From an optimization exercise on the open Yosys and OpenROAD flow, aimed at small area, a short achievable clock period and few clock cycles; shortcuts taken in it are not production practice.
No functional check of the RTL was part of any run shown here.

==> flow/design.v, too long to show whole: its modules and the start of the top module <==
// module als_div: 776 lines
// module als_codec: 121 lines
// module als_core: 1460 lines
module als_core (
    input  wire        clk,
    input  wire        rst,           
    input  wire        cmd_valid,
    input  wire [31:0] cmd_cw,
    input  wire [31:0] cmd_opd,
    output reg         busy,
    output reg         rsp_valid,
    output reg  [2:0]  rsp_status,
    output wire [31:0] rsp_result
);
  // ...
==> flow/run.sh <==
#!/bin/bash
# synth_recipe.tcl (not shown) runs the flow's synth.tcl, then flattens the netlist and writes it again
# the make line also repeats each setting of config.mk as NAME=value (left out here)
make -C /OpenROAD-flow-scripts/flow DESIGN_CONFIG=/design/flow/config.mk WORK_HOME=/design/flow/orfs CLKGATE_MAP_FILE= SYNTH_SCRIPT=/design/flow/synth_recipe.tcl finish
==> flow/config.mk <==
export PLATFORM = sky130hd
export DESIGN_NAME = als_core
export DESIGN_NICKNAME = als_core
export VERILOG_FILES = /design/flow/design.v
export SDC_FILE = /design/flow/constraint.sdc
export NUM_CORES = 4
export LEC_CHECK = 0
export ABC_AREA = 1
export CAP_MARGIN = 20
export CORE_MARGIN = 2
export CORE_UTILIZATION = 40
export SETUP_SLACK_MARGIN = 3
export SLEW_MARGIN = 20
==> flow/constraint.sdc <==
create_clock -name core_clock -period 10.0 [get_ports {clk}]
set_input_delay 2.0000 -clock core_clock [delete_from_list [all_inputs] [get_ports {clk}]]
set_output_delay 2.0000 -clock core_clock [all_outputs]
set_load 0.01 [all_outputs]
==> results by group, run 1 <==
Synth
  • Post-synthesis sequential area ratio: 6.71%
  • Top post-synthesis cells by area: fa_1 (24%), inv_1 (11%), nand2_1 (10%), xor2_1 (8.3%), ha_1 (7.7%)
  • Ys flop type: dfxtp_1
  • EDFF count, synth: 0
  • Largest family of logic cells by synthesized area: adder cells
  • Synth Area in Adders: 32.0%
  • Share of the synthesized area in the top cell type: 24.3%
  • Post-Syn Area: 34000 um2
  • Async set-reset flop share out of synthesis: 0%

Placement
  • Dpl ws: 1990 ps
  • Hpwl dp: 111 mm
  • Post-Place Cells: 6120

Layout
  • Seq area share: 6.16%
  • Fin cells: 6178
  • Largest registers: acc x43, res_val x31
  • Diodes inserted: 0
  • Most common cell after layout, fill and taps aside: inv_1
  • Max FFs per register: 43
  • Area grow syn2layout: 9.02%

Routing
  • Post-Route M1 WL: 60.3 mm

Floorplanning
  • Num tapcells: 1134

Setup path
  • Worst setup path end: res_val[16]$_SDFFE_PP0P_
  • Worst Path Max Fanout: 17
  • Data required, critical path: 10350 ps
  • Crit path cell chain: clkdlybuf4s50_1 > buf_4 > clkinvlp_4 > ha_1 > fa_1 > fa_1 > inv_1 > fa_1 > ha_1 > nand2_1 > nor2_1 > nor2_1 > nand3_1 > nand2_1 > nand2_1 > a21oi_1 > xor2_1 > o21ai_1 > nand2_1 > nand3_1 > nand2_1 > inv_1
  • Crit path DAT: 7240 ps

Job
  • Max Cap Viol: 0

Global routing
  • Met2 usage: 48.2%
  • First-pass GRT wire length: 216 mm
  • Vias in the first global route: 34477

Outcome
  • Status: finished clean

Clocking
  • Postcts setup bufs: 9
  • Clock Sink Count: 114
  • Clock latency (worst-skew pair): 460 ps

STA
  • Final Hold Viols: 0
  • Max Clk Rate: 145 MHz
==> run 2: changes to the inputs <==
--- a/flow/design.v
+++ b/flow/design.v
@@ -2305,18 +2305,456 @@
     wire mt_619;
     wire mt_620;
     assign mt_619 = pp8[42] ^ kc[58] ^ mt_528;
     assign mt_620 = (pp8[42] & kc[58]) | (mt_528 & (pp8[42] ^ kc[58]));
     wire mt_621;
     wire mt_622;
     assign mt_621 = pp8[43] ^ kc[59];
     assign mt_622 = pp8[43] & kc[59];
-    wire [59:0] psum = {mt_620, mt_618, mt_616, mt_614, mt_612, mt_610, mt_608, mt_606, mt_604, mt_602, mt_600, mt_598, mt_596, mt_594, mt_592, mt_590, mt_588, mt_586, mt_584, mt_582, mt_580, mt_578, mt_576, mt_574, mt_572, mt_570, mt_568, mt_566, mt_564, mt_562, mt_560, mt_558, mt_556, mt_554, mt_552, mt_550, mt_548, mt_546, mt_544, mt_542, mt_540, mt_538, mt_536, mt_534, mt_532, mt_530, mt_439, 1'b0, 1'b0, 1'b0, 1'b0, 1'b0, 1'b0, 1'b0, 1'b0, 1'b0, 1'b0, 1'b0, 1'b0, 1'b0}
-                     + {mt_621, mt_619, mt_617, mt_615, mt_613, mt_611, mt_609, mt_607, mt_605, mt_603, mt_601, mt_599, mt_597, mt_595, mt_593, mt_591, mt_589, mt_587, mt_585, mt_583, mt_581, mt_579, mt_577, mt_575, mt_573, mt_571, mt_569, mt_567, mt_565, mt_563, mt_561, mt_559, mt_557, mt_555, mt_553, mt_551, mt_549, mt_547, mt_545, mt_543, mt_541, mt_539, mt_537, mt_535, mt_533, mt_531, mt_529, 1'b0, 1'b0, 1'b0, 1'b0, 1'b0, 1'b0, 1'b0, 1'b0, 1'b0, 1'b0, 1'b0, 1'b0, 1'b0};
+    wire [59:0] mA = {mt_620, mt_618, mt_616, mt_614, mt_612, mt_610, mt_608, mt_606, mt_604, mt_602, mt_600, mt_598, mt_596, mt_594, mt_592, mt_590, mt_588, mt_586, mt_584, mt_582, mt_580, mt_578, mt_576, mt_574, mt_572, mt_570, mt_568, mt_566, mt_564, mt_562, mt_560, mt_558, mt_556, mt_554, mt_552, mt_550, mt_548, mt_546, mt_544, mt_542, mt_540, mt_538, mt_536, mt_534, mt_532, mt_530, mt_439, 1'b0, 1'b0, 1'b0, 1'b0, 1'b0, 1'b0, 1'b0, 1'b0, 1'b0, 1'b0, 1'b0, 1'b0, 1'b0};
+    wire [59:0] mB = {mt_621, mt_619, mt_617, mt_615, mt_613, mt_611, mt_609, mt_607, mt_605, mt_603, mt_601, mt_599, mt_597, mt_595, mt_593, mt_591, mt_589, mt_587, mt_585, mt_583, mt_581, mt_579, mt_577, mt_575, mt_573, mt_571, mt_569, mt_567, mt_565, mt_563, mt_561, mt_559, mt_557, mt_555, mt_553, mt_551, mt_549, mt_547, mt_545, mt_543, mt_541, mt_539, mt_537, mt_535, mt_533, mt_531, mt_529, 1'b0, 1'b0, 1'b0, 1'b0, 1'b0, 1'b0, 1'b0, 1'b0, 1'b0, 1'b0, 1'b0, 1'b0, 1'b0};
+    wire [46:0] mAh = mA[59:13];
+    wire [46:0] mBh = mB[59:13];
+    wire [46:0] ma_g0 = mAh & mBh;
+    wire [46:0] ma_p0 = mAh ^ mBh;
+    wire ma_g1_1 = ma_g0[1] | (ma_p0[1] & ma_g0[0]);
+    wire ma_g1_2 = ma_g0[2] | (ma_p0[2] & ma_g0[1]);
+    wire ma_p1_2 = ma_p0[2] & ma_p0[1];
+    wire ma_g1_3 = ma_g0[3] | (ma_p0[3] & ma_g0[2]);
+    wire ma_p1_3 = ma_p0[3] & ma_p0[2];
+    wire ma_g1_4 = ma_g0[4] | (ma_p0[4] & ma_g0[3]);
+    wire ma_p1_4 = ma_p0[4] & ma_p0[3];
+    wire ma_g1_5 = ma_g0[5] | (ma_p0[5] & ma_g0[4]);
+    wire ma_p1_5 = ma_p0[5] & ma_p0[4];
+    wire ma_g1_6 = ma_g0[6] | (ma_p0[6] & ma_g0[5]);
+    wire ma_p1_6 = ma_p0[6] & ma_p0[5];
+    wire ma_g1_7 = ma_g0[7] | (ma_p0[7] & ma_g0[6]);
+    wire ma_p1_7 = ma_p0[7] & ma_p0[6];
+    wire ma_g1_8 = ma_g0[8] | (ma_p0[8] & ma_g0[7]);
+    wire ma_p1_8 = ma_p0[8] & ma_p0[7];
+    wire ma_g1_9 = ma_g0[9] | (ma_p0[9] & ma_g0[8]);
+    wire ma_p1_9 = ma_p0[9] & ma_p0[8];
+    wire ma_g1_10 = ma_g0[10] | (ma_p0[10] & ma_g0[9]);
+    wire ma_p1_10 = ma_p0[10] & ma_p0[9];
+    wire ma_g1_11 = ma_g0[11] | (ma_p0[11] & ma_g0[10]);
+    wire ma_p1_11 = ma_p0[11] & ma_p0[10];
+    wire ma_g1_12 = ma_g0[12] | (ma_p0[12] & ma_g0[11]);
+    wire ma_p1_12 = ma_p0[12] & ma_p0[11];
+    wire ma_g1_13 = ma_g0[13] | (ma_p0[13] & ma_g0[12]);
+    wire ma_p1_13 = ma_p0[13] & ma_p0[12];
+    wire ma_g1_14 = ma_g0[14] | (ma_p0[14] & ma_g0[13]);
+    wire ma_p1_14 = ma_p0[14] & ma_p0[13];
+    wire ma_g1_15 = ma_g0[15] | (ma_p0[15] & ma_g0[14]);
+    wire ma_p1_15 = ma_p0[15] & ma_p0[14];
+    wire ma_g1_16 = ma_g0[16] | (ma_p0[16] & ma_g0[15]);
+    wire ma_p1_16 = ma_p0[16] & ma_p0[15];
+    wire ma_g1_17 = ma_g0[17] | (ma_p0[17] & ma_g0[16]);
+    wire ma_p1_17 = ma_p0[17] & ma_p0[16];
+    wire ma_g1_18 = ma_g0[18] | (ma_p0[18] & ma_g0[17]);
+    wire ma_p1_18 = ma_p0[18] & ma_p0[17];
+    wire ma_g1_19 = ma_g0[19] | (ma_p0[19] & ma_g0[18]);
+    wire ma_p1_19 = ma_p0[19] & ma_p0[18];
+    wire ma_g1_20 = ma_g0[20] | (ma_p0[20] & ma_g0[19]);
+    wire ma_p1_20 = ma_p0[20] & ma_p0[19];
+    wire ma_g1_21 = ma_g0[21] | (ma_p0[21] & ma_g0[20]);
+    wire ma_p1_21 = ma_p0[21] & ma_p0[20];
+    wire ma_g1_22 = ma_g0[22] | (ma_p0[22] & ma_g0[21]);
+    wire ma_p1_22 = ma_p0[22] & ma_p0[21];
+    wire ma_g1_23 = ma_g0[23] | (ma_p0[23] & ma_g0[22]);
+    wire ma_p1_23 = ma_p0[23] & ma_p0[22];
+    wire ma_g1_24 = ma_g0[24] | (ma_p0[24] & ma_g0[23]);
+    wire ma_p1_24 = ma_p0[24] & ma_p0[23];
+    wire ma_g1_25 = ma_g0[25] | (ma_p0[25] & ma_g0[24]);
+    wire ma_p1_25 = ma_p0[25] & ma_p0[24];
+    wire ma_g1_26 = ma_g0[26] | (ma_p0[26] & ma_g0[25]);
+    wire ma_p1_26 = ma_p0[26] & ma_p0[25];
+    wire ma_g1_27 = ma_g0[27] | (ma_p0[27] & ma_g0[26]);
+    wire ma_p1_27 = ma_p0[27] & ma_p0[26];
+    wire ma_g1_28 = ma_g0[28] | (ma_p0[28] & ma_g0[27]);
+    wire ma_p1_28 = ma_p0[28] & ma_p0[27];
+    wire ma_g1_29 = ma_g0[29] | (ma_p0[29] & ma_g0[28]);
+    wire ma_p1_29 = ma_p0[29] & ma_p0[28];
+    wire ma_g1_30 = ma_g0[30] | (ma_p0[30] & ma_g0[29]);
+    wire ma_p1_30 = ma_p0[30] & ma_p0[29];
+    wire ma_g1_31 = ma_g0[31] | (ma_p0[31] & ma_g0[30]);
+    wire ma_p1_31 = ma_p0[31] & ma_p0[30];
+    wire ma_g1_32 = ma_g0[32] | (ma_p0[32] & ma_g0[31]);
+    wire ma_p1_32 = ma_p0[32] & ma_p0[31];
+    wire ma_g1_33 = ma_g0[33] | (ma_p0[33] & ma_g0[32]);
+    wire ma_p1_33 = ma_p0[33] & ma_p0[32];
+    wire ma_g1_34 = ma_g0[34] | (ma_p0[34] & ma_g0[33]);
+    wire ma_p1_34 = ma_p0[34] & ma_p0[33];
+    wire ma_g1_35 = ma_g0[35] | (ma_p0[35] & ma_g0[34]);
+    wire ma_p1_35 = ma_p0[35] & ma_p0[34];
+    wire ma_g1_36 = ma_g0[36] | (ma_p0[36] & ma_g0[35]);
+    wire ma_p1_36 = ma_p0[36] & ma_p0[35];
+    wire ma_g1_37 = ma_g0[37] | (ma_p0[37] & ma_g0[36]);
+    wire ma_p1_37 = ma_p0[37] & ma_p0[36];
+    wire ma_g1_38 = ma_g0[38] | (ma_p0[38] & ma_g0[37]);
+    wire ma_p1_38 = ma_p0[38] & ma_p0[37];
+    wire ma_g1_39 = ma_g0[39] | (ma_p0[39] & ma_g0[38]);
+    wire ma_p1_39 = ma_p0[39] & ma_p0[38];
+    wire ma_g1_40 = ma_g0[40] | (ma_p0[40] & ma_g0[39]);
+    wire ma_p1_40 = ma_p0[40] & ma_p0[39];
+    wire ma_g1_41 = ma_g0[41] | (ma_p0[41] & ma_g0[40]);
+    wire ma_p1_41 = ma_p0[41] & ma_p0[40];
+    wire ma_g1_42 = ma_g0[42] | (ma_p0[42] & ma_g0[41]);
+    wire ma_p1_42 = ma_p0[42] & ma_p0[41];
+    wire ma_g1_43 = ma_g0[43] | (ma_p0[43] & ma_g0[42]);
+    wire ma_p1_43 = ma_p0[43] & ma_p0[42];
+    wire ma_g1_44 = ma_g0[44] | (ma_p0[44] & ma_g0[43]);
+    wire ma_p1_44 = ma_p0[44] & ma_p0[43];
+    wire ma_g1_45 = ma_g0[45] | (ma_p0[45] & ma_g0[44]);
+    wire ma_p1_45 = ma_p0[45] & ma_p0[44];
+    wire ma_g1_46 = ma_g0[46] | (ma_p0[46] & ma_g0[45]);
+    wire ma_p1_46 = ma_p0[46] & ma_p0[45];
+    wire ma_g2_2 = ma_g1_2 | (ma_p1_2 & ma_g0[0]);
+    wire ma_g2_3 = ma_g1_3 | (ma_p1_3 & ma_g1_1);
+    wire ma_p2_3 = ma_p1_3 & ma_p0[1];
+    wire ma_g2_4 = ma_g1_4 | (ma_p1_4 & ma_g1_2);
+    wire ma_p2_4 = ma_p1_4 & ma_p1_2;
+    wire ma_g2_5 = ma_g1_5 | (ma_p1_5 & ma_g1_3);
+    wire ma_p2_5 = ma_p1_5 & ma_p1_3;
+    wire ma_g2_6 = ma_g1_6 | (ma_p1_6 & ma_g1_4);
+    wire ma_p2_6 = ma_p1_6 & ma_p1_4;
+    wire ma_g2_7 = ma_g1_7 | (ma_p1_7 & ma_g1_5);
+    wire ma_p2_7 = ma_p1_7 & ma_p1_5;
+    wire ma_g2_8 = ma_g1_8 | (ma_p1_8 & ma_g1_6);
+    wire ma_p2_8 = ma_p1_8 & ma_p1_6;
+    wire ma_g2_9 = ma_g1_9 | (ma_p1_9 & ma_g1_7);
+    wire ma_p2_9 = ma_p1_9 & ma_p1_7;
+    wire ma_g2_10 = ma_g1_10 | (ma_p1_10 & ma_g1_8);
+    wire ma_p2_10 = ma_p1_10 & ma_p1_8;
+    wire ma_g2_11 = ma_g1_11 | (ma_p1_11 & ma_g1_9);
+    wire ma_p2_11 = ma_p1_11 & ma_p1_9;
+    wire ma_g2_12 = ma_g1_12 | (ma_p1_12 & ma_g1_10);
+    wire ma_p2_12 = ma_p1_12 & ma_p1_10;
+    wire ma_g2_13 = ma_g1_13 | (ma_p1_13 & ma_g1_11);
+    wire ma_p2_13 = ma_p1_13 & ma_p1_11;
+    wire ma_g2_14 = ma_g1_14 | (ma_p1_14 & ma_g1_12);
+    wire ma_p2_14 = ma_p1_14 & ma_p1_12;
+    wire ma_g2_15 = ma_g1_15 | (ma_p1_15 & ma_g1_13);
+    wire ma_p2_15 = ma_p1_15 & ma_p1_13;
+    wire ma_g2_16 = ma_g1_16 | (ma_p1_16 & ma_g1_14);
+    wire ma_p2_16 = ma_p1_16 & ma_p1_14;
+    wire ma_g2_17 = ma_g1_17 | (ma_p1_17 & ma_g1_15);
+    wire ma_p2_17 = ma_p1_17 & ma_p1_15;
+    wire ma_g2_18 = ma_g1_18 | (ma_p1_18 & ma_g1_16);
+    wire ma_p2_18 = ma_p1_18 & ma_p1_16;
+    wire ma_g2_19 = ma_g1_19 | (ma_p1_19 & ma_g1_17);
+    wire ma_p2_19 = ma_p1_19 & ma_p1_17;
+    wire ma_g2_20 = ma_g1_20 | (ma_p1_20 & ma_g1_18);
+    wire ma_p2_20 = ma_p1_20 & ma_p1_18;
+    wire ma_g2_21 = ma_g1_21 | (ma_p1_21 & ma_g1_19);
+    wire ma_p2_21 = ma_p1_21 & ma_p1_19;
+    wire ma_g2_22 = ma_g1_22 | (ma_p1_22 & ma_g1_20);
+    wire ma_p2_22 = ma_p1_22 & ma_p1_20;
+    wire ma_g2_23 = ma_g1_23 | (ma_p1_23 & ma_g1_21);
+    wire ma_p2_23 = ma_p1_23 & ma_p1_21;
+    wire ma_g2_24 = ma_g1_24 | (ma_p1_24 & ma_g1_22);
+    wire ma_p2_24 = ma_p1_24 & ma_p1_22;
+    wire ma_g2_25 = ma_g1_25 | (ma_p1_25 & ma_g1_23);
+    wire ma_p2_25 = ma_p1_25 & ma_p1_23;
+    wire ma_g2_26 = ma_g1_26 | (ma_p1_26 & ma_g1_24);
+    wire ma_p2_26 = ma_p1_26 & ma_p1_24;
+    wire ma_g2_27 = ma_g1_27 | (ma_p1_27 & ma_g1_25);
+    wire ma_p2_27 = ma_p1_27 & ma_p1_25;
+    wire ma_g2_28 = ma_g1_28 | (ma_p1_28 & ma_g1_26);
+    wire ma_p2_28 = ma_p1_28 & ma_p1_26;
+    wire ma_g2_29 = ma_g1_29 | (ma_p1_29 & ma_g1_27);
+    wire ma_p2_29 = ma_p1_29 & ma_p1_27;
+    wire ma_g2_30 = ma_g1_30 | (ma_p1_30 & ma_g1_28);
+    wire ma_p2_30 = ma_p1_30 & ma_p1_28;
+    wire ma_g2_31 = ma_g1_31 | (ma_p1_31 & ma_g1_29);
+    wire ma_p2_31 = ma_p1_31 & ma_p1_29;
+    wire ma_g2_32 = ma_g1_32 | (ma_p1_32 & ma_g1_30);
+    wire ma_p2_32 = ma_p1_32 & ma_p1_30;
+    wire ma_g2_33 = ma_g1_33 | (ma_p1_33 & ma_g1_31);
+    wire ma_p2_33 = ma_p1_33 & ma_p1_31;
+    wire ma_g2_34 = ma_g1_34 | (ma_p1_34 & ma_g1_32);
+    wire ma_p2_34 = ma_p1_34 & ma_p1_32;
+    wire ma_g2_35 = ma_g1_35 | (ma_p1_35 & ma_g1_33);
+    wire ma_p2_35 = ma_p1_35 & ma_p1_33;
+    wire ma_g2_36 = ma_g1_36 | (ma_p1_36 & ma_g1_34);
+    wire ma_p2_36 = ma_p1_36 & ma_p1_34;
+    wire ma_g2_37 = ma_g1_37 | (ma_p1_37 & ma_g1_35);
+    wire ma_p2_37 = ma_p1_37 & ma_p1_35;
+    wire ma_g2_38 = ma_g1_38 | (ma_p1_38 & ma_g1_36);
+    wire ma_p2_38 = ma_p1_38 & ma_p1_36;
+    wire ma_g2_39 = ma_g1_39 | (ma_p1_39 & ma_g1_37);
+    wire ma_p2_39 = ma_p1_39 & ma_p1_37;
+    wire ma_g2_40 = ma_g1_40 | (ma_p1_40 & ma_g1_38);
+    wire ma_p2_40 = ma_p1_40 & ma_p1_38;
+    wire ma_g2_41 = ma_g1_41 | (ma_p1_41 & ma_g1_39);
+    wire ma_p2_41 = ma_p1_41 & ma_p1_39;
+    wire ma_g2_42 = ma_g1_42 | (ma_p1_42 & ma_g1_40);
+    wire ma_p2_42 = ma_p1_42 & ma_p1_40;
+    wire ma_g2_43 = ma_g1_43 | (ma_p1_43 & ma_g1_41);
+    wire ma_p2_43 = ma_p1_43 & ma_p1_41;
+    wire ma_g2_44 = ma_g1_44 | (ma_p1_44 & ma_g1_42);
+    wire ma_p2_44 = ma_p1_44 & ma_p1_42;
+    wire ma_g2_45 = ma_g1_45 | (ma_p1_45 & ma_g1_43);
+    wire ma_p2_45 = ma_p1_45 & ma_p1_43;
+    wire ma_g2_46 = ma_g1_46 | (ma_p1_46 & ma_g1_44);
+    wire ma_p2_46 = ma_p1_46 & ma_p1_44;
+    wire ma_g3_4 = ma_g2_4 | (ma_p2_4 & ma_g0[0]);
+    wire ma_g3_5 = ma_g2_5 | (ma_p2_5 & ma_g1_1);
+    wire ma_p3_5 = ma_p2_5 & ma_p0[1];
+    wire ma_g3_6 = ma_g2_6 | (ma_p2_6 & ma_g2_2);
+    wire ma_p3_6 = ma_p2_6 & ma_p1_2;
+    wire ma_g3_7 = ma_g2_7 | (ma_p2_7 & ma_g2_3);
+    wire ma_p3_7 = ma_p2_7 & ma_p2_3;
+    wire ma_g3_8 = ma_g2_8 | (ma_p2_8 & ma_g2_4);
+    wire ma_p3_8 = ma_p2_8 & ma_p2_4;
+    wire ma_g3_9 = ma_g2_9 | (ma_p2_9 & ma_g2_5);
+    wire ma_p3_9 = ma_p2_9 & ma_p2_5;
+    wire ma_g3_10 = ma_g2_10 | (ma_p2_10 & ma_g2_6);
+    wire ma_p3_10 = ma_p2_10 & ma_p2_6;
+    wire ma_g3_11 = ma_g2_11 | (ma_p2_11 & ma_g2_7);
+    wire ma_p3_11 = ma_p2_11 & ma_p2_7;
+    wire ma_g3_12 = ma_g2_12 | (ma_p2_12 & ma_g2_8);
+    wire ma_p3_12 = ma_p2_12 & ma_p2_8;
+    wire ma_g3_13 = ma_g2_13 | (ma_p2_13 & ma_g2_9);
+    wire ma_p3_13 = ma_p2_13 & ma_p2_9;
+    wire ma_g3_14 = ma_g2_14 | (ma_p2_14 & ma_g2_10);
+    wire ma_p3_14 = ma_p2_14 & ma_p2_10;
+    wire ma_g3_15 = ma_g2_15 | (ma_p2_15 & ma_g2_11);
+    wire ma_p3_15 = ma_p2_15 & ma_p2_11;
+    wire ma_g3_16 = ma_g2_16 | (ma_p2_16 & ma_g2_12);
+    wire ma_p3_16 = ma_p2_16 & ma_p2_12;
+    wire ma_g3_17 = ma_g2_17 | (ma_p2_17 & ma_g2_13);
+    wire ma_p3_17 = ma_p2_17 & ma_p2_13;
+    wire ma_g3_18 = ma_g2_18 | (ma_p2_18 & ma_g2_14);
+    wire ma_p3_18 = ma_p2_18 & ma_p2_14;
+    wire ma_g3_19 = ma_g2_19 | (ma_p2_19 & ma_g2_15);
+    wire ma_p3_19 = ma_p2_19 & ma_p2_15;
+    wire ma_g3_20 = ma_g2_20 | (ma_p2_20 & ma_g2_16);
+    wire ma_p3_20 = ma_p2_20 & ma_p2_16;
+    wire ma_g3_21 = ma_g2_21 | (ma_p2_21 & ma_g2_17);
+    wire ma_p3_21 = ma_p2_21 & ma_p2_17;
+    wire ma_g3_22 = ma_g2_22 | (ma_p2_22 & ma_g2_18);
+    wire ma_p3_22 = ma_p2_22 & ma_p2_18;
+    wire ma_g3_23 = ma_g2_23 | (ma_p2_23 & ma_g2_19);
+    wire ma_p3_23 = ma_p2_23 & ma_p2_19;
+    wire ma_g3_24 = ma_g2_24 | (ma_p2_24 & ma_g2_20);
+    wire ma_p3_24 = ma_p2_24 & ma_p2_20;
+    wire ma_g3_25 = ma_g2_25 | (ma_p2_25 & ma_g2_21);
+    wire ma_p3_25 = ma_p2_25 & ma_p2_21;
+    wire ma_g3_26 = ma_g2_26 | (ma_p2_26 & ma_g2_22);
+    wire ma_p3_26 = ma_p2_26 & ma_p2_22;
+    wire ma_g3_27 = ma_g2_27 | (ma_p2_27 & ma_g2_23);
+    wire ma_p3_27 = ma_p2_27 & ma_p2_23;
+    wire ma_g3_28 = ma_g2_28 | (ma_p2_28 & ma_g2_24);
+    wire ma_p3_28 = ma_p2_28 & ma_p2_24;
+    wire ma_g3_29 = ma_g2_29 | (ma_p2_29 & ma_g2_25);
+    wire ma_p3_29 = ma_p2_29 & ma_p2_25;
+    wire ma_g3_30 = ma_g2_30 | (ma_p2_30 & ma_g2_26);
+    wire ma_p3_30 = ma_p2_30 & ma_p2_26;
+    wire ma_g3_31 = ma_g2_31 | (ma_p2_31 & ma_g2_27);
+    wire ma_p3_31 = ma_p2_31 & ma_p2_27;
+    wire ma_g3_32 = ma_g2_32 | (ma_p2_32 & ma_g2_28);
+    wire ma_p3_32 = ma_p2_32 & ma_p2_28;
+    wire ma_g3_33 = ma_g2_33 | (ma_p2_33 & ma_g2_29);
+    wire ma_p3_33 = ma_p2_33 & ma_p2_29;
+    wire ma_g3_34 = ma_g2_34 | (ma_p2_34 & ma_g2_30);
+    wire ma_p3_34 = ma_p2_34 & ma_p2_30;
+    wire ma_g3_35 = ma_g2_35 | (ma_p2_35 & ma_g2_31);
+    wire ma_p3_35 = ma_p2_35 & ma_p2_31;
+    wire ma_g3_36 = ma_g2_36 | (ma_p2_36 & ma_g2_32);
+    wire ma_p3_36 = ma_p2_36 & ma_p2_32;
+    wire ma_g3_37 = ma_g2_37 | (ma_p2_37 & ma_g2_33);
+    wire ma_p3_37 = ma_p2_37 & ma_p2_33;
+    wire ma_g3_38 = ma_g2_38 | (ma_p2_38 & ma_g2_34);
+    wire ma_p3_38 = ma_p2_38 & ma_p2_34;
+    wire ma_g3_39 = ma_g2_39 | (ma_p2_39 & ma_g2_35);
+    wire ma_p3_39 = ma_p2_39 & ma_p2_35;
+    wire ma_g3_40 = ma_g2_40 | (ma_p2_40 & ma_g2_36);
+    wire ma_p3_40 = ma_p2_40 & ma_p2_36;
+    wire ma_g3_41 = ma_g2_41 | (ma_p2_41 & ma_g2_37);
+    wire ma_p3_41 = ma_p2_41 & ma_p2_37;
+    wire ma_g3_42 = ma_g2_42 | (ma_p2_42 & ma_g2_38);
+    wire ma_p3_42 = ma_p2_42 & ma_p2_38;
+    wire ma_g3_43 = ma_g2_43 | (ma_p2_43 & ma_g2_39);
+    wire ma_p3_43 = ma_p2_43 & ma_p2_39;
+    wire ma_g3_44 = ma_g2_44 | (ma_p2_44 & ma_g2_40);
+    wire ma_p3_44 = ma_p2_44 & ma_p2_40;
+    wire ma_g3_45 = ma_g2_45 | (ma_p2_45 & ma_g2_41);
+    wire ma_p3_45 = ma_p2_45 & ma_p2_41;
+    wire ma_g3_46 = ma_g2_46 | (ma_p2_46 & ma_g2_42);
+    wire ma_p3_46 = ma_p2_46 & ma_p2_42;
+    wire ma_g4_8 = ma_g3_8 | (ma_p3_8 & ma_g0[0]);
+    wire ma_g4_9 = ma_g3_9 | (ma_p3_9 & ma_g1_1);
+    wire ma_p4_9 = ma_p3_9 & ma_p0[1];
+    wire ma_g4_10 = ma_g3_10 | (ma_p3_10 & ma_g2_2);
+    wire ma_p4_10 = ma_p3_10 & ma_p1_2;
+    wire ma_g4_11 = ma_g3_11 | (ma_p3_11 & ma_g2_3);
+    wire ma_p4_11 = ma_p3_11 & ma_p2_3;
+    wire ma_g4_12 = ma_g3_12 | (ma_p3_12 & ma_g3_4);
+    wire ma_p4_12 = ma_p3_12 & ma_p2_4;
+    wire ma_g4_13 = ma_g3_13 | (ma_p3_13 & ma_g3_5);
+    wire ma_p4_13 = ma_p3_13 & ma_p3_5;
+    wire ma_g4_14 = ma_g3_14 | (ma_p3_14 & ma_g3_6);
+    wire ma_p4_14 = ma_p3_14 & ma_p3_6;
+    wire ma_g4_15 = ma_g3_15 | (ma_p3_15 & ma_g3_7);
+    wire ma_p4_15 = ma_p3_15 & ma_p3_7;
+    wire ma_g4_16 = ma_g3_16 | (ma_p3_16 & ma_g3_8);
+    wire ma_p4_16 = ma_p3_16 & ma_p3_8;
+    wire ma_g4_17 = ma_g3_17 | (ma_p3_17 & ma_g3_9);
+    wire ma_p4_17 = ma_p3_17 & ma_p3_9;
+    wire ma_g4_18 = ma_g3_18 | (ma_p3_18 & ma_g3_10);
+    wire ma_p4_18 = ma_p3_18 & ma_p3_10;
+    wire ma_g4_19 = ma_g3_19 | (ma_p3_19 & ma_g3_11);
+    wire ma_p4_19 = ma_p3_19 & ma_p3_11;
+    wire ma_g4_20 = ma_g3_20 | (ma_p3_20 & ma_g3_12);
+    wire ma_p4_20 = ma_p3_20 & ma_p3_12;
+    wire ma_g4_21 = ma_g3_21 | (ma_p3_21 & ma_g3_13);
+    wire ma_p4_21 = ma_p3_21 & ma_p3_13;
+    wire ma_g4_22 = ma_g3_22 | (ma_p3_22 & ma_g3_14);
+    wire ma_p4_22 = ma_p3_22 & ma_p3_14;
+    wire ma_g4_23 = ma_g3_23 | (ma_p3_23 & ma_g3_15);
+    wire ma_p4_23 = ma_p3_23 & ma_p3_15;
+    wire ma_g4_24 = ma_g3_24 | (ma_p3_24 & ma_g3_16);
+    wire ma_p4_24 = ma_p3_24 & ma_p3_16;
+    wire ma_g4_25 = ma_g3_25 | (ma_p3_25 & ma_g3_17);
+    wire ma_p4_25 = ma_p3_25 & ma_p3_17;
+    wire ma_g4_26 = ma_g3_26 | (ma_p3_26 & ma_g3_18);
+    wire ma_p4_26 = ma_p3_26 & ma_p3_18;
+    wire ma_g4_27 = ma_g3_27 | (ma_p3_27 & ma_g3_19);
+    wire ma_p4_27 = ma_p3_27 & ma_p3_19;
+    wire ma_g4_28 = ma_g3_28 | (ma_p3_28 & ma_g3_20);
+    wire ma_p4_28 = ma_p3_28 & ma_p3_20;
+    wire ma_g4_29 = ma_g3_29 | (ma_p3_29 & ma_g3_21);
+    wire ma_p4_29 = ma_p3_29 & ma_p3_21;
+    wire ma_g4_30 = ma_g3_30 | (ma_p3_30 & ma_g3_22);
+    wire ma_p4_30 = ma_p3_30 & ma_p3_22;
+    wire ma_g4_31 = ma_g3_31 | (ma_p3_31 & ma_g3_23);
+    wire ma_p4_31 = ma_p3_31 & ma_p3_23;
+    wire ma_g4_32 = ma_g3_32 | (ma_p3_32 & ma_g3_24);
+    wire ma_p4_32 = ma_p3_32 & ma_p3_24;
+    wire ma_g4_33 = ma_g3_33 | (ma_p3_33 & ma_g3_25);
+    wire ma_p4_33 = ma_p3_33 & ma_p3_25;
+    wire ma_g4_34 = ma_g3_34 | (ma_p3_34 & ma_g3_26);
+    wire ma_p4_34 = ma_p3_34 & ma_p3_26;
+    wire ma_g4_35 = ma_g3_35 | (ma_p3_35 & ma_g3_27);
+    wire ma_p4_35 = ma_p3_35 & ma_p3_27;
+    wire ma_g4_36 = ma_g3_36 | (ma_p3_36 & ma_g3_28);
+    wire ma_p4_36 = ma_p3_36 & ma_p3_28;
+    wire ma_g4_37 = ma_g3_37 | (ma_p3_37 & ma_g3_29);
+    wire ma_p4_37 = ma_p3_37 & ma_p3_29;
+    wire ma_g4_38 = ma_g3_38 | (ma_p3_38 & ma_g3_30);
+    wire ma_p4_38 = ma_p3_38 & ma_p3_30;
+    wire ma_g4_39 = ma_g3_39 | (ma_p3_39 & ma_g3_31);
+    wire ma_p4_39 = ma_p3_39 & ma_p3_31;
+    wire ma_g4_40 = ma_g3_40 | (ma_p3_40 & ma_g3_32);
+    wire ma_p4_40 = ma_p3_40 & ma_p3_32;
+    wire ma_g4_41 = ma_g3_41 | (ma_p3_41 & ma_g3_33);
+    wire ma_p4_41 = ma_p3_41 & ma_p3_33;
+    wire ma_g4_42 = ma_g3_42 | (ma_p3_42 & ma_g3_34);
+    wire ma_p4_42 = ma_p3_42 & ma_p3_34;
+    wire ma_g4_43 = ma_g3_43 | (ma_p3_43 & ma_g3_35);
+    wire ma_p4_43 = ma_p3_43 & ma_p3_35;
+    wire ma_g4_44 = ma_g3_44 | (ma_p3_44 & ma_g3_36);
+    wire ma_p4_44 = ma_p3_44 & ma_p3_36;
+    wire ma_g4_45 = ma_g3_45 | (ma_p3_45 & ma_g3_37);
+    wire ma_p4_45 = ma_p3_45 & ma_p3_37;
+    wire ma_g4_46 = ma_g3_46 | (ma_p3_46 & ma_g3_38);
+    wire ma_p4_46 = ma_p3_46 & ma_p3_38;
+    wire ma_g5_16 = ma_g4_16 | (ma_p4_16 & ma_g0[0]);
+    wire ma_g5_17 = ma_g4_17 | (ma_p4_17 & ma_g1_1);
+    wire ma_p5_17 = ma_p4_17 & ma_p0[1];
+    wire ma_g5_18 = ma_g4_18 | (ma_p4_18 & ma_g2_2);
+    wire ma_p5_18 = ma_p4_18 & ma_p1_2;
+    wire ma_g5_19 = ma_g4_19 | (ma_p4_19 & ma_g2_3);
+    wire ma_p5_19 = ma_p4_19 & ma_p2_3;
+    wire ma_g5_20 = ma_g4_20 | (ma_p4_20 & ma_g3_4);
+    wire ma_p5_20 = ma_p4_20 & ma_p2_4;
+    wire ma_g5_21 = ma_g4_21 | (ma_p4_21 & ma_g3_5);
+    wire ma_p5_21 = ma_p4_21 & ma_p3_5;
+    wire ma_g5_22 = ma_g4_22 | (ma_p4_22 & ma_g3_6);
+    wire ma_p5_22 = ma_p4_22 & ma_p3_6;
+    wire ma_g5_23 = ma_g4_23 | (ma_p4_23 & ma_g3_7);
+    wire ma_p5_23 = ma_p4_23 & ma_p3_7;
+    wire ma_g5_24 = ma_g4_24 | (ma_p4_24 & ma_g4_8);
+    wire ma_p5_24 = ma_p4_24 & ma_p3_8;
+    wire ma_g5_25 = ma_g4_25 | (ma_p4_25 & ma_g4_9);
+    wire ma_p5_25 = ma_p4_25 & ma_p4_9;
+    wire ma_g5_26 = ma_g4_26 | (ma_p4_26 & ma_g4_10);
+    wire ma_p5_26 = ma_p4_26 & ma_p4_10;
+    wire ma_g5_27 = ma_g4_27 | (ma_p4_27 & ma_g4_11);
+    wire ma_p5_27 = ma_p4_27 & ma_p4_11;
+    wire ma_g5_28 = ma_g4_28 | (ma_p4_28 & ma_g4_12);
+    wire ma_p5_28 = ma_p4_28 & ma_p4_12;
+    wire ma_g5_29 = ma_g4_29 | (ma_p4_29 & ma_g4_13);
+    wire ma_p5_29 = ma_p4_29 & ma_p4_13;
+    wire ma_g5_30 = ma_g4_30 | (ma_p4_30 & ma_g4_14);
+    wire ma_p5_30 = ma_p4_30 & ma_p4_14;
+    wire ma_g5_31 = ma_g4_31 | (ma_p4_31 & ma_g4_15);
+    wire ma_p5_31 = ma_p4_31 & ma_p4_15;
+    wire ma_g5_32 = ma_g4_32 | (ma_p4_32 & ma_g4_16);
+    wire ma_p5_32 = ma_p4_32 & ma_p4_16;
+    wire ma_g5_33 = ma_g4_33 | (ma_p4_33 & ma_g4_17);
+    wire ma_p5_33 = ma_p4_33 & ma_p4_17;
+    wire ma_g5_34 = ma_g4_34 | (ma_p4_34 & ma_g4_18);
+    wire ma_p5_34 = ma_p4_34 & ma_p4_18;
+    wire ma_g5_35 = ma_g4_35 | (ma_p4_35 & ma_g4_19);
+    wire ma_p5_35 = ma_p4_35 & ma_p4_19;
+    wire ma_g5_36 = ma_g4_36 | (ma_p4_36 & ma_g4_20);
+    wire ma_p5_36 = ma_p4_36 & ma_p4_20;
+    wire ma_g5_37 = ma_g4_37 | (ma_p4_37 & ma_g4_21);
+    wire ma_p5_37 = ma_p4_37 & ma_p4_21;
+    wire ma_g5_38 = ma_g4_38 | (ma_p4_38 & ma_g4_22);
+    wire ma_p5_38 = ma_p4_38 & ma_p4_22;
+    wire ma_g5_39 = ma_g4_39 | (ma_p4_39 & ma_g4_23);
+    wire ma_p5_39 = ma_p4_39 & ma_p4_23;
+    wire ma_g5_40 = ma_g4_40 | (ma_p4_40 & ma_g4_24);
+    wire ma_p5_40 = ma_p4_40 & ma_p4_24;
+    wire ma_g5_41 = ma_g4_41 | (ma_p4_41 & ma_g4_25);
+    wire ma_p5_41 = ma_p4_41 & ma_p4_25;
+    wire ma_g5_42 = ma_g4_42 | (ma_p4_42 & ma_g4_26);
+    wire ma_p5_42 = ma_p4_42 & ma_p4_26;
+    wire ma_g5_43 = ma_g4_43 | (ma_p4_43 & ma_g4_27);
+    wire ma_p5_43 = ma_p4_43 & ma_p4_27;
+    wire ma_g5_44 = ma_g4_44 | (ma_p4_44 & ma_g4_28);
+    wire ma_p5_44 = ma_p4_44 & ma_p4_28;
+    wire ma_g5_45 = ma_g4_45 | (ma_p4_45 & ma_g4_29);
+    wire ma_p5_45 = ma_p4_45 & ma_p4_29;
+    wire ma_g5_46 = ma_g4_46 | (ma_p4_46 & ma_g4_30);
+    wire ma_p5_46 = ma_p4_46 & ma_p4_30;
+    wire ma_g6_32 = ma_g5_32 | (ma_p5_32 & ma_g0[0]);
+    wire ma_g6_33 = ma_g5_33 | (ma_p5_33 & ma_g1_1);
+    wire ma_p6_33 = ma_p5_33 & ma_p0[1];
+    wire ma_g6_34 = ma_g5_34 | (ma_p5_34 & ma_g2_2);
+    wire ma_p6_34 = ma_p5_34 & ma_p1_2;
+    wire ma_g6_35 = ma_g5_35 | (ma_p5_35 & ma_g2_3);
+    wire ma_p6_35 = ma_p5_35 & ma_p2_3;
+    wire ma_g6_36 = ma_g5_36 | (ma_p5_36 & ma_g3_4);
+    wire ma_p6_36 = ma_p5_36 & ma_p2_4;
+    wire ma_g6_37 = ma_g5_37 | (ma_p5_37 & ma_g3_5);
+    wire ma_p6_37 = ma_p5_37 & ma_p3_5;
+    wire ma_g6_38 = ma_g5_38 | (ma_p5_38 & ma_g3_6);
+    wire ma_p6_38 = ma_p5_38 & ma_p3_6;
+    wire ma_g6_39 = ma_g5_39 | (ma_p5_39 & ma_g3_7);
+    wire ma_p6_39 = ma_p5_39 & ma_p3_7;
+    wire ma_g6_40 = ma_g5_40 | (ma_p5_40 & ma_g4_8);
+    wire ma_p6_40 = ma_p5_40 & ma_p3_8;
+    wire ma_g6_41 = ma_g5_41 | (ma_p5_41 & ma_g4_9);
+    wire ma_p6_41 = ma_p5_41 & ma_p4_9;
+    wire ma_g6_42 = ma_g5_42 | (ma_p5_42 & ma_g4_10);
+    wire ma_p6_42 = ma_p5_42 & ma_p4_10;
+    wire ma_g6_43 = ma_g5_43 | (ma_p5_43 & ma_g4_11);
+    wire ma_p6_43 = ma_p5_43 & ma_p4_11;
+    wire ma_g6_44 = ma_g5_44 | (ma_p5_44 & ma_g4_12);
+    wire ma_p6_44 = ma_p5_44 & ma_p4_12;
+    wire ma_g6_45 = ma_g5_45 | (ma_p5_45 & ma_g4_13);
+    wire ma_p6_45 = ma_p5_45 & ma_p4_13;
+    wire ma_g6_46 = ma_g5_46 | (ma_p5_46 & ma_g4_14);
+    wire ma_p6_46 = ma_p5_46 & ma_p4_14;
+    wire [46:0] ma_s = {ma_p0[46] ^ ma_g6_45, ma_p0[45] ^ ma_g6_44, ma_p0[44] ^ ma_g6_43, ma_p0[43] ^ ma_g6_42, ma_p0[42] ^ ma_g6_41, ma_p0[41] ^ ma_g6_40, ma_p0[40] ^ ma_g6_39, ma_p0[39] ^ ma_g6_38, ma_p0[38] ^ ma_g6_37, ma_p0[37] ^ ma_g6_36, ma_p0[36] ^ ma_g6_35, ma_p0[35] ^ ma_g6_34, ma_p0[34] ^ ma_g6_33, ma_p0[33] ^ ma_g6_32, ma_p0[32] ^ ma_g5_31, ma_p0[31] ^ ma_g5_30, ma_p0[30] ^ ma_g5_29, ma_p0[29] ^ ma_g5_28, ma_p0[28] ^ ma_g5_27, ma_p0[27] ^ ma_g5_26, ma_p0[26] ^ ma_g5_25, ma_p0[25] ^ ma_g5_24, ma_p0[24] ^ ma_g5_23, ma_p0[23] ^ ma_g5_22, ma_p0[22] ^ ma_g5_21, ma_p0[21] ^ ma_g5_20, ma_p0[20] ^ ma_g5_19, ma_p0[19] ^ ma_g5_18, ma_p0[18] ^ ma_g5_17, ma_p0[17] ^ ma_g5_16, ma_p0[16] ^ ma_g4_15, ma_p0[15] ^ ma_g4_14, ma_p0[14] ^ ma_g4_13, ma_p0[13] ^ ma_g4_12, ma_p0[12] ^ ma_g4_11, ma_p0[11] ^ ma_g4_10, ma_p0[10] ^ ma_g4_9, ma_p0[9] ^ ma_g4_8, ma_p0[8] ^ ma_g3_7, ma_p0[7] ^ ma_g3_6, ma_p0[6] ^ ma_g3_5, ma_p0[5] ^ ma_g3_4, ma_p0[4] ^ ma_g2_3, ma_p0[3] ^ ma_g2_2, ma_p0[2] ^ ma_g1_1, ma_p0[1] ^ ma_g0[0], ma_p0[0]};
+    wire [59:0] psum = {ma_s, 13'd0};
     wire signed [42:0] acc_next = psum[59:17];
     always @(posedge clk) begin
         if (rst) begin
             busy       <= 1'b0;
             rsp_valid  <= 1'b0;
             rsp_status <= ST_OK;
             res_val    <= 32'd0;
             res_shift  <= 1'b0;
==> run 2 against run 1 <==
Against the previous run:
- maximum frequency rose by 1.3%
- sequential share of layout area rose by 0.083 points
- area after synthesis fell by 1.2%
- worst setup slack improved by 91 ps
- worst hold slack got worse by 6.4 ps
- core utilization fell by 0.26 points
- flip-flop and latch count did not move
- via count fell by 2.8%
- die area fell by 1.1%
- critical path depth rose by 3
- critical endpoint is now bone[5]$_SDFFE_PP0N_
==> results by group, run 2 <==
Synth
  • Share of the synthesized area in the top cell type: 24.6% (was 24.3%)
  • Synth Instances: 4829 (was 5023)
  • Post-Syn Area: 33600 um2 (was 34000 um2)
  • Avg Cell Area, Syn: 6.96 um2 (was 6.77 um2)
  • Post-synthesis sequential area ratio: 6.79% (was 6.71%)
  • Async set-reset flop share out of synthesis: 0% (unchanged)
  • Top post-synthesis cells by area: fa_1 (25%), inv_1 (9.7%), nand2_1 (8.5%), xor2_1 (8.4%), ha_1 (7.8%) (was fa_1 (24%), inv_1 (11%), nand2_1 (10%), xor2_1 (8.3%), ha_1 (7.7%))
  • EDFF count, synth: 0 (unchanged)
  • Area leader, netlist: fa_1 (unchanged)
  • Synth cell count leaders: inv_1 (865), nand2_1 (763), fa_1 (413) (was inv_1 (952), nand2_1 (930), fa_1 (413))
  • Seq cells post-synth: 114 (unchanged)
  • Number of distinct library cells after synthesis: 68 (was 66)
  • Synth warn: 3 (unchanged)
  • Top-count cell post-synth: inv_1 (unchanged)
  • Ys flop type: dfxtp_1 (unchanged)
  • Synth Net Count: 5519 (was 5712)

STA
  • Setup_tns: 0 ps (unchanged)
  • Final Critical Period: 6800 ps (was 6890 ps)
  • Final Hold Viols: 0 (unchanged)
  • Pins Over Slew Limit: 0 (unchanged)
  • Final worst-path cycle share: 68.0% (was 68.9%)
  • Slew margin rel.: 30.2% (was 25.3%)
  • Final setup viols: 0 (unchanged)
  • Skew final: 15.8 ps (was 17.9 ps)
  • WHS: 460 ps (was 466 ps)
  • Slew of the pin with the lowest slew margin: 1050 ps (was 1110 ps)
  • Max Clk Rate: 147 MHz (was 145 MHz)
  • RSZ-0062 raised after global routing: yes (unchanged)

Routing
  • Detail Route Antenna Nets: 0 (unchanged)
  • # DRC: 0 (unchanged)
  • Starting DRT DRC Count: 3551 (was 4162)
  • DRT Pass-1 Iters: 6 (was 7)
  • Vias: 34524 (was 35536)
  • Via density: 5.83 (was 5.75)
  • WL/cell: 23.2 um (was 23.1 um)
  • Final wirelength: 137 mm (was 143 mm)

Clocking
  • CTS Buf Count: 17 (unchanged)
  • # H-tree levels: 4 (unchanged)
  • Clock latency (worst-skew pair): 450 ps (was 460 ps)
  • TritonCTS clock tree: yes (unchanged)
  • Clock Sink Count: 114 (unchanged)
  • Clock Root Buffer: clkbuf_16 (unchanged)
  • Hold buffers post-CTS: 0 (unchanged)
  • Clock buffer depth: 2 (unchanged)
  • CTS clk-pin slew, worst paths: 50 ps (was 60 ps)

Layout
  • Multi-input gate area: 26900 um2 (was 27100 um2)
  • Max FFs per register: 43 (unchanged)
  • Largest Register: acc (unchanged)
  • Share of cells above drive strength 1: 6.34% (was 4.94%)
  • Most common cell after layout, fill and taps aside: inv_1 (unchanged)
  • Most frequent cells in the layout: inv_1 (859), nand2_1 (759), fa_1 (413) (was inv_1 (943), nand2_1 (926), fa_1 (413))
  • Post-layout util: 43.9% (was 44.2%)
  • Area grow syn2layout: 8.95% (was 9.02%)
  • Largest registers: acc x43, res_val x31 (unchanged)
  • Storage cell area: 2290 um2 (was 2280 um2)
  • # nets final: 5521 (was 5720)
  • # fillers: 8661 (was 8885)

Global routing
  • Initial antenna violation count: 0 (was 3)
  • Largest net degree at the start of global routing: 51 (was 49)
  • Grt total ovfl: 0 (unchanged)
  • Overall Global Routing Usage: 31.8% (was 32.6%)
  • Vias in the first global route: 34106 (was 34477)
  • First-pass GRT wire length: 209 mm (was 216 mm)

Placement
  • Hpwl dp: 104 mm (was 111 mm)
  • Final GP Congestion: 1.02 (was 1.01)
  • Port Buf Inserts: 102 (unchanged)

Floorplanning
  • Die ar.: 86400 um2 (was 87400 um2)
  • Die height: 294 um (was 296 um)
  • Chip Width: 294 um (was 296 um)
  • Core ar.: 83400 um2 (was 84000 um2)
  • Row cnt: 106 (unchanged)
  • Initial core utilization: 40.3% (was 40.5%)
  • Io pins: 104 (unchanged)

Setup path
  • Reg-to-reg startpoint: acc[14]$_SDFF_PP0_ (was acc[37]$_SDFF_PP0_)
  • Critical path class: in2reg (unchanged)
  • Startpoint Class: input port (unchanged)
  • Worst Path Max Fanout: 15 (was 17)
  • Data required, critical path: 10290 ps (was 10350 ps)
  • Crit path DAT: 7090 ps (was 7240 ps)
  • Crit. End Element: flip-flop (unchanged)
  • Critical path origin: cmd_opd[12] (was cmd_opd[11])

Outcome
  • Status: finished clean (unchanged)

Worst hold path
  • Hold Crit Class: reg2reg (unchanged)
  • Hold_sp: btwo[5]$_SDFFE_PP0N_ (was rsp_status[0]$_SDFFE_PP0P_)

Job
  • Max Cap Viol: 0 (unchanged)
## run 2: cell types whose count changed after synthesis, moves of 15 or more
cell	previous run	this run
a21o_1	9	24
nand2_1	930	763
a21oi_1	225	243
inv_1	952	865
nor2_1	327	283
nand3_1	269	226
o21ai_1	25	40
## run 2: critical path: stages
cell	delay, ps
clkdlybuf4s50_1	490
buf_8	230
clkinvlp_4	270
buf_4	280
ha_1	230
fa_1	510
fa_1	420
ha_1	410
a21oi_2	210
nor2_1	60
nor2_1	150
nand2_1	170
nand2_1	90
nand2_1	90
nand3b_1	170
nand4_1	230
nand2_2	190
nor2_1	50
nor2_1	110
nand2_1	70
o21bai_1	180
inv_1	90
ha_1	270
nand2_1	60
o21ai_0	60
## run 2: path summary, 6_finish.rpt
kind	endpoint	cells after the start	slack, ps
max	bone[5]$_SDFFE_PP0N_	25	3200
max reg2reg	res_val[19]$_SDFFE_PP0P_	23	3270
min	btwo[5]$_SDFFE_PP0N_	2	460
min reg2reg	btwo[5]$_SDFFE_PP0N_	2	460
## run 2: cell type report
cell class | count | area share, %
multi-input combinational | 3534 | 73.5
inverter | 958 | 10.0
sequential | 114 | 6.24
timing repair buffer | 205 | 4.93
tap | 1080 | 3.69
clock buffer | 17 | 1.16
clock inverter | 14 | 0.365
timing repair inverter | 1 | 0.0137
antenna | 1 | 0.00683
## run 2: per-stage QoR
step	std cells	cell area [um2]	worst slack, ps
2_1_floorplan	4829	33600	3770
3_3_place_gp	5867	35600	1790
3_5_place_dp	5867	35600	1800
4_1_cts	5905	36300	2970
5_1_grt	5923	36600	2970
6_report	5924	36600	3200
## run 2: what timing repair did
item                       4_1_cts  5_1_grt
pin swaps                        0        2
setup endpoints to repair       24       54
setup buffers                    7       17
cloned                           0        1
gates resized for setup         14       56
## run 2: layer usage
| layer | vias to the layer above | GRT usage [%] | part of all wire (%) |
|---|---|---|---|
| li1 | 15630 | - | - |
| met2 | 1835 | 49.5 | 44 |
| met3 | 392 | 6.91 | 9.6 |
| met4 | 0 | 19.5 | 7.0 |
| met5 | - | 0 | 0 |
| met1 | 16667 | 40.3 | 40 |
## run 2: logic make-up (layout without fill, tap and decap cells)
kind of cell	Yosys count	after routing	share of synthesized area, %
buf+inv	1181	1195	13.5
mux	11	11	0.328
fa+ha+maj	623	623	32.4
simple gates	1480	1480	19.2
xor+xnor	345	345	9.03
compound gates	1074	1074	18.7
flops	114	114	6.79
other cells	1	2	0.0112

re-timing with driven ports:
No port has a modelled driver above. Below, the same layouts with a new extraction and two added sets of constraints. Step 1, drivers: a clkbuf_16 drives clk and a buf_2 each remaining input, both assumed. Step 2 times the ports against the registers' clock, not the clock port: input delays grow and output delays shrink by t, the midpoint of the rising clock arrivals with the driver on. Three values: ideal, step 1, step 2; two values: the first two.
run	t, ns	setup slack, ns	worst setup path after step 2	latest minus earliest clock arrival (ns)
run 1	0.507	3.110 / 3.141 / 2.634	input to register	0.017 / 0.018
run 2	0.508	3.201 / 3.243 / 2.735	input to register	0.016 / 0.016
After both steps setup and hold are still met in every run listed. The setup slack of run 1, which loses most, moves by +0.031 ns with the drivers and by -0.476 ns with both steps.
